Background: an optimization exercise with open tools, aiming at small area, a short achievable clock period and few clock cycles. Do not read the settings as production practice. Only the layout flow was run in this run; the RTL was not checked for function there. Power is estimated from default activity; no workload was simulated.

File: flow/design.v
module wire_codec (
    input  wire        clk,
    input  wire        rst,             
    input  wire        start,
    input  wire [2:0]  start_op,
    input  wire [7:0]  start_n,         
    input  wire [15:0] start_cmd,       
    input  wire [7:0]  start_addr,      
    input  wire [7:0]  start_crc,       
    output wire        busy,
    input  wire        in_valid,
    input  wire [7:0]  in_data,
    output wire        in_ready,
    output reg         out_valid,
    output reg  [7:0]  out_data,
    input  wire        out_ready,
    output wire        done,
    output wire [15:0] status,
    output wire [7:0]  res_crc,
    output wire [7:0]  res_len
);
    localparam [2:0] OP_CRC_GEN   = 3'd0,
                     OP_CRC_CHECK = 3'd1,
                     OP_I2C_WRITE = 3'd2,
                     OP_I2C_READ  = 3'd3,
                     OP_SHDLC_TX  = 3'd4;
    function [7:0] crc_step;
        input [7:0] acc;
        input [7:0] b;
        integer k;
        reg [7:0] a;
        begin
            a = acc ^ b;
            for (k = 0; k < 8; k = k + 1) begin
                if (a[7]) a = {a[6:0], 1'b0} ^ 8'h31;
                else      a = {a[6:0], 1'b0};
            end
            crc_step = a;
        end
    endfunction
    function [7:0] crc_unstep;
        input [7:0] e;
        integer k;
        reg [7:0] a;
        begin
            a = e;
            for (k = 0; k < 8; k = k + 1) begin
                if (a[0]) a = {1'b1, a[7:1] ^ 7'h18};
                else      a = {1'b0, a[7:1]};
            end
            crc_unstep = a;
        end
    endfunction
    function [7:0] sub8;
        input [7:0] a;
        input [7:0] b;
        integer i, d;
        reg [8:0] g, p, g2, p2;
        begin
            g = {a & ~b, 1'b1};
            p = {a ^ ~b, 1'b0};
            for (d = 1; d < 9; d = d * 2) begin
                g2 = g; p2 = p;
                for (i = d; i < 9; i = i + 1) begin
                    g2[i] = g[i] | (p[i] & g[i - d]);
                    p2[i] = p[i] & p[i - d];
                end
                g = g2; p = p2;
            end
            sub8 = (a ^ ~b) ^ g[7:0];
        end
    endfunction
    function is_reserved;
        input [7:0] b;
        begin
            is_reserved = !b[7] && b[4] &&
                          (( b[6] &&  b[5] &&  b[3] &&  b[2] && (b[1] ^ b[0])) ||
                           (!b[6] && !b[5] && !b[3] && !b[2] && b[0]));
        end
    endfunction
    reg s_fin;             
    reg s_crc;             
    reg s_wcmd;            
    reg s_whi, s_wlo;      
    reg s_wcrc;            
    reg s_rhi, s_rlo;      
    reg s_rcrc;            
    reg s_th0, s_th1, s_th2;  
    reg s_tpay;            
    reg s_tchk;            
    reg s_teof;            
    reg       bz_any;      
    reg       dn_any;      
    reg       dn_out;      
    reg       ir_any;      
    reg       ir_out;      
    reg [7:0] cnt;         
    reg [7:0] acc;         
    reg [7:0] p0, p1;      
    reg       chk;         
    reg       bad;         
    reg       bcnt;        
    reg       lo_pend;     
    reg       esc;         
    reg       esc6, esc1;  
    reg [5:0] nlen;        
    reg       inc;         
    reg       pend;        
    assign status  = {14'd0, bcnt, bad};
    assign res_crc = acc;
    assign res_len = {1'b0, nlen, 1'b0};
    wire of      = !out_valid || out_ready;    
    wire fin_now = s_fin && !lo_pend && of;    
    assign busy     = bz_any && !(dn_out && out_ready);
    assign done     = dn_any || (dn_out && out_ready);
    assign in_ready = ir_any || (ir_out && out_ready);
    wire s_thdr = s_th0 | s_th1 | s_th2;
    wire take   = in_valid && in_ready;
    wire accept = start && !busy;
    wire sidle  = !bz_any || dn_out;
    wire sacc   = start && sidle;
    wire a_crc  = (start_op == OP_CRC_GEN) || (start_op == OP_CRC_CHECK);
    wire a_chk  = (start_op == OP_CRC_CHECK);
    wire a_i2c  = (start_op == OP_I2C_WRITE) || (start_op == OP_I2C_READ);
    wire a_wr   = (start_op == OP_I2C_WRITE);
    wire a_rd   = (start_op == OP_I2C_READ);
    wire a_tx   = (start_op == OP_SHDLC_TX);
    wire a_bcnt = a_i2c && (start_n[0] || (start_n > 8'd64));
    wire cnt0   = (cnt == 8'd0);
    wire cnt1   = (cnt == 8'd1);
    wire [7:0] crc_x   = acc ^ in_data;
    wire [7:0] crc_out = crc_step(acc, in_data);
    wire       match   = (crc_x == 8'd0);    
    wire       chk_eq  = (crc_x == p1);      
    wire [7:0] sub_out = sub8(acc, s_thdr ? p0 : p1);
    wire [7:0] csum    = pend ? sub_out : acc;
    wire [7:0] data_byte = ({8{s_wcmd | s_thdr | s_rcrc}} & p0)
                         | ({8{s_whi | s_wlo | s_tpay}} & in_data)
                         | ({8{s_wcrc}} & acc)
                         | ({8{s_tchk}} & csum)
                         | ({8{sidle}} & start_cmd[15:8]);
    wire       t_res     = (s_thdr && is_reserved(p0))
                         | (s_tpay && is_reserved(in_data))
                         | (s_tchk && is_reserved(csum));
    wire       k_7e      = s_teof || sidle;
    wire [7:0] k_byte    = esc ? {1'b0, esc6, !esc6, 1'b1, esc6, esc6, esc1, !(esc6 && esc1)}
                               : {6'b011111, k_7e, !k_7e};
    wire       use_k     = esc || s_teof || (sidle && a_tx) || t_res;
    wire [7:0] b1        = use_k ? k_byte : data_byte;
    wire t_go   = !esc && (s_tpay ? take : ((s_thdr | s_tchk) && of));
    wire eof_go = !esc && s_teof && of;
    wire esc_go = esc && of;
    wire r_take = s_rcrc && take;
    wire r_ok   = r_take && !bad && match;
    wire lo_go  = lo_pend && of;
    wire produce = (accept && ((a_wr && !a_bcnt) || a_tx))
                 | ((s_wcmd | s_wcrc) && of)
                 | (take && (s_whi | s_wlo))
                 | t_go | eof_go | esc_go | r_ok | lo_go;
    wire r_last  = r_take && cnt1;
    wire finish  = (s_crc && ((take && cnt1) || cnt0))
                 | (s_rhi && cnt0)
                 | (r_last && !r_ok && !lo_pend);
    wire to_fin  = (accept && a_bcnt)
                 | (s_wcmd && of && cnt0)
                 | (s_wcrc && of && cnt1)
                 | (r_last && (r_ok || lo_pend))
                 | eof_go
                 | (s_fin && !fin_now);
    wire out_valid_d = produce || (out_valid && !out_ready);
    wire lo_pend_d   = r_ok || (lo_pend && !of);
    wire esc_d       = t_go ? t_res : (esc && !esc_go);
    wire bad_d = accept ? (a_chk && start_crc != 8'hFF)
               : (s_crc && take) ? (chk && !chk_eq)
               : (bad || (r_take && !match));
    wire n_crc  = (accept && a_crc) || (s_crc && !finish);
    wire n_wcmd = (accept && a_wr && !a_bcnt) || (s_wcmd && !of);
    wire n_whi  = (s_wcmd && of && !cnt0) || (s_wcrc && of && !cnt1) || (s_whi && !take);
    wire n_wlo  = (s_whi && take) || (s_wlo && !take);
    wire n_wcrc = (s_wlo && take) || (s_wcrc && !of);
    wire n_rhi  = (accept && a_rd && !a_bcnt) || (s_rhi && !take && !cnt0) || (r_take && !cnt1);
    wire n_rlo  = (s_rhi && take) || (s_rlo && !take);
    wire n_rcrc = (s_rlo && take) || (s_rcrc && !take);
    wire n_th0  = (accept && a_tx) || (s_th0 && !t_go);
    wire n_th1  = (s_th0 && t_go) || (s_th1 && !t_go);
    wire n_th2  = (s_th1 && t_go) || (s_th2 && !t_go);
    wire n_tpay = (s_th2 && t_go && !cnt0) || (s_tpay && !(t_go && cnt1));
    wire n_tchk = (s_th2 && t_go && cnt0) || (s_tpay && t_go && cnt1) || (s_tchk && !t_go);
    wire n_teof = (s_tchk && t_go) || (s_teof && !eof_go);
    wire ir_any_d = n_crc || n_rlo || (n_rcrc && bad);
    wire ir_out_d = n_whi || n_wlo || n_rhi || (n_rcrc && !bad) || (n_tpay && !esc_d);
    always @(posedge clk) begin
        if (of)
            out_data <= lo_go ? p0 : b1;
        out_valid <= out_valid_d;
        lo_pend   <= lo_pend_d;
        bz_any <= (accept || (busy && !finish)) && !(to_fin && !lo_pend_d && !out_valid_d);
        dn_any <= finish || (to_fin && !lo_pend_d && !out_valid_d);
        dn_out <= to_fin && !lo_pend_d;
        s_fin  <= to_fin;
        s_crc  <= n_crc;
        s_wcmd <= n_wcmd;
        s_whi  <= n_whi;
        s_wlo  <= n_wlo;
        s_wcrc <= n_wcrc;
        s_rhi  <= n_rhi;
        s_rlo  <= n_rlo;
        s_rcrc <= n_rcrc;
        s_th0  <= n_th0;
        s_th1  <= n_th1;
        s_th2  <= n_th2;
        s_tpay <= n_tpay;
        s_tchk <= n_tchk;
        s_teof <= n_teof;
        ir_any <= ir_any_d;
        ir_out <= ir_out_d;
        bad    <= bad_d;
        esc    <= esc_d;
        if (sacc || (s_wcrc && of) || r_take)
            acc <= 8'hFF;
        else if ((take && !s_tpay) || (s_thdr && t_go) || pend)
            acc <= (s_thdr | pend) ? sub_out : crc_out;
        pend <= s_tpay && take;
        if (sacc)
            p0 <= a_tx ? start_addr : start_cmd[7:0];
        else if ((s_rhi && take) || (s_thdr && t_go) || r_ok)
            p0 <= s_rhi ? in_data : p1;
        if (sacc)
            p1 <= a_chk ? crc_unstep(start_crc) : start_cmd[7:0];
        else if (((s_rlo | s_tpay) && take) || (s_thdr && t_go))
            p1 <= s_thdr ? cnt : in_data;
        if (sacc)
            cnt <= a_i2c ? {1'b0, start_n[7:1]} : start_n;
        else if ((take && (s_crc | s_rcrc | s_tpay)) || (s_wcrc && of))
            cnt <= cnt - 8'd1;
        if (sacc)
            chk  <= a_chk;
        if (accept) begin
            bcnt <= a_bcnt;
            nlen <= 6'd0;
        end else if (inc)
            nlen <= nlen + 6'd1;
        inc <= r_ok;
        if (t_go) begin
            esc6 <= data_byte[6];
            esc1 <= data_byte[1];
        end
        if (rst) begin
            bz_any    <= 1'b0;
            dn_any    <= 1'b0;
            dn_out    <= 1'b0;
            ir_any    <= 1'b0;
            ir_out    <= 1'b0;
            out_valid <= 1'b0;
            lo_pend   <= 1'b0;
            esc       <= 1'b0;
            inc       <= 1'b0;
            pend      <= 1'b0;
            s_fin     <= 1'b0;
            s_crc     <= 1'b0;
            s_wcmd    <= 1'b0;
            s_whi     <= 1'b0;
            s_wlo     <= 1'b0;
            s_wcrc    <= 1'b0;
            s_rhi     <= 1'b0;
            s_rlo     <= 1'b0;
            s_rcrc    <= 1'b0;
            s_th0     <= 1'b0;
            s_th1     <= 1'b0;
            s_th2     <= 1'b0;
            s_tpay    <= 1'b0;
            s_tchk    <= 1'b0;
            s_teof    <= 1'b0;
        end
    end
endmodule
File: flow/flow/run.sh
#!/bin/bash
# Standard layout, with the port buffers made from buf_2 cells instead of the smallest buffer.
set -euo pipefail
export BUFFER_PORTS_ARGS="-buffer_cell sky130_fd_sc_hd__buf_2"
bash standard.sh > standard_flow.log 2>&1
File: flow/standard.sh
#!/bin/bash
# synth_recipe.tcl (not shown) runs the flow's synth.tcl, then flattens the netlist and writes it again
# the make line also repeats each setting of config.mk as NAME=value (left out here)
make -C /OpenROAD-flow-scripts/flow DESIGN_CONFIG=/design/flow/config.mk WORK_HOME=/design/flow/orfs CLKGATE_MAP_FILE= SYNTH_SCRIPT=/design/flow/synth_recipe.tcl "${@:-finish}"
File: flow/config.mk
export PLATFORM = sky130hd
export DESIGN_NAME = wire_codec
export DESIGN_NICKNAME = wire_codec
export VERILOG_FILES = /design/flow/design.v
export SDC_FILE = /design/flow/constraint.sdc
export NUM_CORES = 4
export LEC_CHECK = 0
export CAP_MARGIN = 20
export CORE_MARGIN = 2
export CORE_UTILIZATION = 30
export SETUP_SLACK_MARGIN = 3.0
export SLEW_MARGIN = 20
export TNS_END_PERCENT = 0
File: flow/constraint.sdc
create_clock -name core_clock -period 5.0 [get_ports {clk}]
set_input_delay 1.0000 -clock core_clock [delete_from_list [all_inputs] [get_ports {clk}]]
set_output_delay 1.0000 -clock core_clock [all_outputs]
set_load 0.01 [all_outputs]
==> flow_summary.ini <==
[sta]
fin_crit_sh = 0.667
fmax_ghz = 0.300
grt_setup_unrepaired = true
fin_crit_ns = 3.33
setup_viol = 0
report.final.slew_viol_count = 0
fin_tns_setup_ns = 0
relSlewSlack = 0.380
worst_hold_slack_ns = 0.493
max_slew.worst_pin.slew_ns = 0.927
hold_viol = 0
finClkSkew_ns = 0.0122
fin_ws_ns = 1.67

[floorplan]
dieArea_mm2 = 0.0191
die_width_um = 138
io_pins = 100
start_util = 0.303
die_h_um = 138
rows = 49
core_area_mm2 = 0.0178

[clock_network]
cts_tree = yes
clock_sinks = 76
clk_path_buf_depth = 2
htree_levels = 3
clockRootBuffer = clkbuf_16
cts_hold_buf = 0
clkTransAtPathRegs_ns = 0.07
cts_buffers = 9
clk-insertion-delay-late_ns = 0.35

[outcome]
outcome = complete, no violations

[logic_synthesis]
synth_adder_area_share = 0.0277
syn_area_mm2 = 0.00541
synth_cell_types = 68
avgSynthCellArea_um2 = 8.37
synth_compound_area_frac = 0.219
synthMuxAreaShare = 0.0428
syn_inst = 647
synth-xor-area-share = 0.0954
ys_ff_latch = 76
synthSimpleGateAreaFrac = 0.205
synth_ff_type = dfxtp_1
synth_most_common_cell = nand2_1
yosysTopAreaCell = edfxtp_1
synth_top_cell_area_share = 0.200
ys_warn_count = 1
synth_commonest_cells = nand2_1 (93), nor2_1 (47), a21oi_1 (44), xnor2_1 (42), dfxtp_1 (40)
ys_top_cells_by_area = edfxtp_1 (20%), dfxtp_1 (15%), xnor2_1 (6.8%)
seq_area_frac_synth = 0.348
async_reset_ff_frac = 0
synth_top_family_by_area = compound AO/OA/AOI/OAI gates
synth_edf_count = 36

[cells_and_area]
layout.nets = 788
area.sequential_mm2 = 0.00188
post-route-util = 0.367
fillers = 1845
drive_gt1_frac = 0.210
multiInputGateArea_mm2 = 0.00347
diodes = 0
area_delta_synth_final_pct = 20.9

[pwr]
power.share.sequential = 0.365
leakage_nw = 2.52
pwr-share-clk = 0.323
vdd_drop_max_v = 0.000224
power_density_mw_per_mm2 = 335
p_switching_w = 0.000761
p_int_w = 0.00143
p_comb_frac = 0.312
switching_share = 0.347

[routing]
drc = 0
post_drt_wl_per_cell_um = 17.9
ant_nets = 0
viasPerCell = 5.37
routed_wl_mm = 17.1
vias = 5125
dr.first_iter.drc_count = 531
dr.pass1.iters = 6

[worst_setup_path]
worstSetupPathType = reg2reg
worstSetupStartpointType = flip-flop
crit_fanout = 7
worstPathArrival_ns = 3.50
cp.required_ns = 5.17
cp-end-kind = flip-flop

[placement]
port_buffers = 83
dp_hpwl_mm = 12.8
dp_slack_ns = 1.27
place.gp.congestion = 0.897

[global_routing]
grt_pass1_vias = 4814
grt_pass1_wl_mm = 27.0
busiest_layer = met2
use_met2 = 0.276
overflow = 0
grt_util_met3 = 0.0305
antenna_found_initial = 0
track_usage = 0.175
grt_start_max_net_pins = 37
gr-usage-met1 = 0.243

[hold_path]
hold_class = reg2reg

[job]
drv_cap = 0
-- routing by layer --
layer | vias to the layer above | wire length, um
met5 | - | 0
met3 | 28 | 1240
met1 | 2378 | 7810
li1 | 2485 | -
met2 | 234 | 7720
met4 | 0 | 344
-- what timing repair did --
action / CTS / global route
resized for setup: 20 / 6
gates cloned: 1 / 0
pin swaps: 22 / 4
hold endpoints to repair: 0 / 0
endpoints found under the setup margin: 104 / 110
buffers inserted: 8 / 1
-- power by group through the flow --
| stage | logic [W] | clock network [W] | registers, W |
|---|---|---|---|
| 2_1_floorplan | 0.000452 | 0 | 0.000794 |
| 3_3_place_gp | 0.000616 | 0 | 0.000812 |
| 3_5_place_dp | 0.000618 | 0 | 0.000809 |
| 4_1_cts | 0.000660 | 0.000715 | 0.000798 |
| 5_1_grt | 0.000744 | 0.000741 | 0.000808 |
| 6_report | 0.000683 | 0.000707 | 0.000800 |
-- critical path: stages, from the launching register on --
cell       delay, ns
dfxtp_1         0.34
or3_4           0.46
mux2i_2         0.21
ha_4            0.32
nor2b_4         0.18
o2111ai_4       0.15
and3b_2         0.26
o31ai_4         0.39
and4b_4         0.33
o211a_4         0.24
nor4_2          0.05
nor4_1          0.22
-- registers in the layout, summed over array words and instances (netlist names), 6 cells and up, named ones only --
register  flops
nlen          6
cnt           8
p1            8
out_data      8
p0            8
acc           8
-- cells by family (layout without fill, tap and decap cells) --
kind of cell / count (synthesis) / after routing
AOI/OAI and AO/OA: 176 / 177
xor gates and xnor gates: 59 / 59
adders and majority gates: 12 / 12
buffers and inverters: 67 / 129
DFF: 76 / 76
muxes: 23 / 23
other: 1 / 16
and+or+nand+nor: 233 / 233
-- stage by stage --
stage | area, um2 | power (W) | cells
finish | 6550 | 0.00219 | 954
global placement | 6000 | 0.00143 | 928
CTS | 6500 | 0.00217 | 953
floorplan | 5550 | 0.00125 | 662
global route | 6550 | 0.00229 | 954
detailed placement | 6000 | 0.00143 | 928
-- layout make-up --
| type | count | area share |
|---|---|---|
| tap | 229 | 0.0438 |
| multi-input combinational | 520 | 0.531 |
| inverter | 15 | 0.00860 |
| timing repair buffer | 98 | 0.0806 |
| clock inverter | 5 | 0.00669 |
| sequential | 76 | 0.288 |
| clock buffer | 11 | 0.0420 |
-- placed cells by master (no fill, tap or decap), drive strengths merged, types with 20 or more instances in the layout --
cell type,netlist,layout
buf,26,98
dfxtp,40,40
o21ai,33,33
a21oi,44,44
mux2i,22,22
xnor2,42,42
nor2,47,47
inv,15,20
edfxtp,36,36
a211oi,24,24
nand2,93,93
-- final timing paths --
kind / slack, ns / depth (start not counted) / endpoint / startpoint
max: 1.67 / 11 / out_data[0]$_DFFE_PN_ / flip-flop
min: 0.49 / 2 / nlen[5]$_SDFFE_PP0P_ / nlen[5]$_SDFFE_PP0P_
max reg2reg: 1.67 / 11 / out_data[0]$_DFFE_PN_ / flip-flop
min reg2reg: 0.49 / 2 / nlen[5]$_SDFFE_PP0P_ / nlen[5]$_SDFFE_PP0P_

-- separate check: timing with driven ports --
In the flow no input, the clock included, has a driving cell. The finished layout below was timed again as built, in two steps.
Step 1 (the two cells are an assumption about what drives the block):
set clk [get_ports {clk}]
set_driving_cell -lib_cell sky130_fd_sc_hd__clkbuf_16 $clk
set_driving_cell -lib_cell sky130_fd_sc_hd__buf_2 [delete_from_list [all_inputs] $clk]
Step 2, shift: input delay + t, output delay - t, t = (earliest + latest rising clock arrival at the registers) / 2. This alone moves slack from input paths to output paths.
a / b / c = ideal ports / drivers / drivers and shift; a / b = the first two.
t (ns): 0.382
slack for setup (ns): 1.665 / 1.665 / 1.553
worst setup path after step 2: input to register
slew at the worst register clock pin (ns): 0.07 / 0.07
worst data-port slew with drivers (ns): 0.04
After both steps setup and hold are still met in this run. The setup slack of this run moves by 0.000 ns with the drivers and by -0.112 ns with both steps.
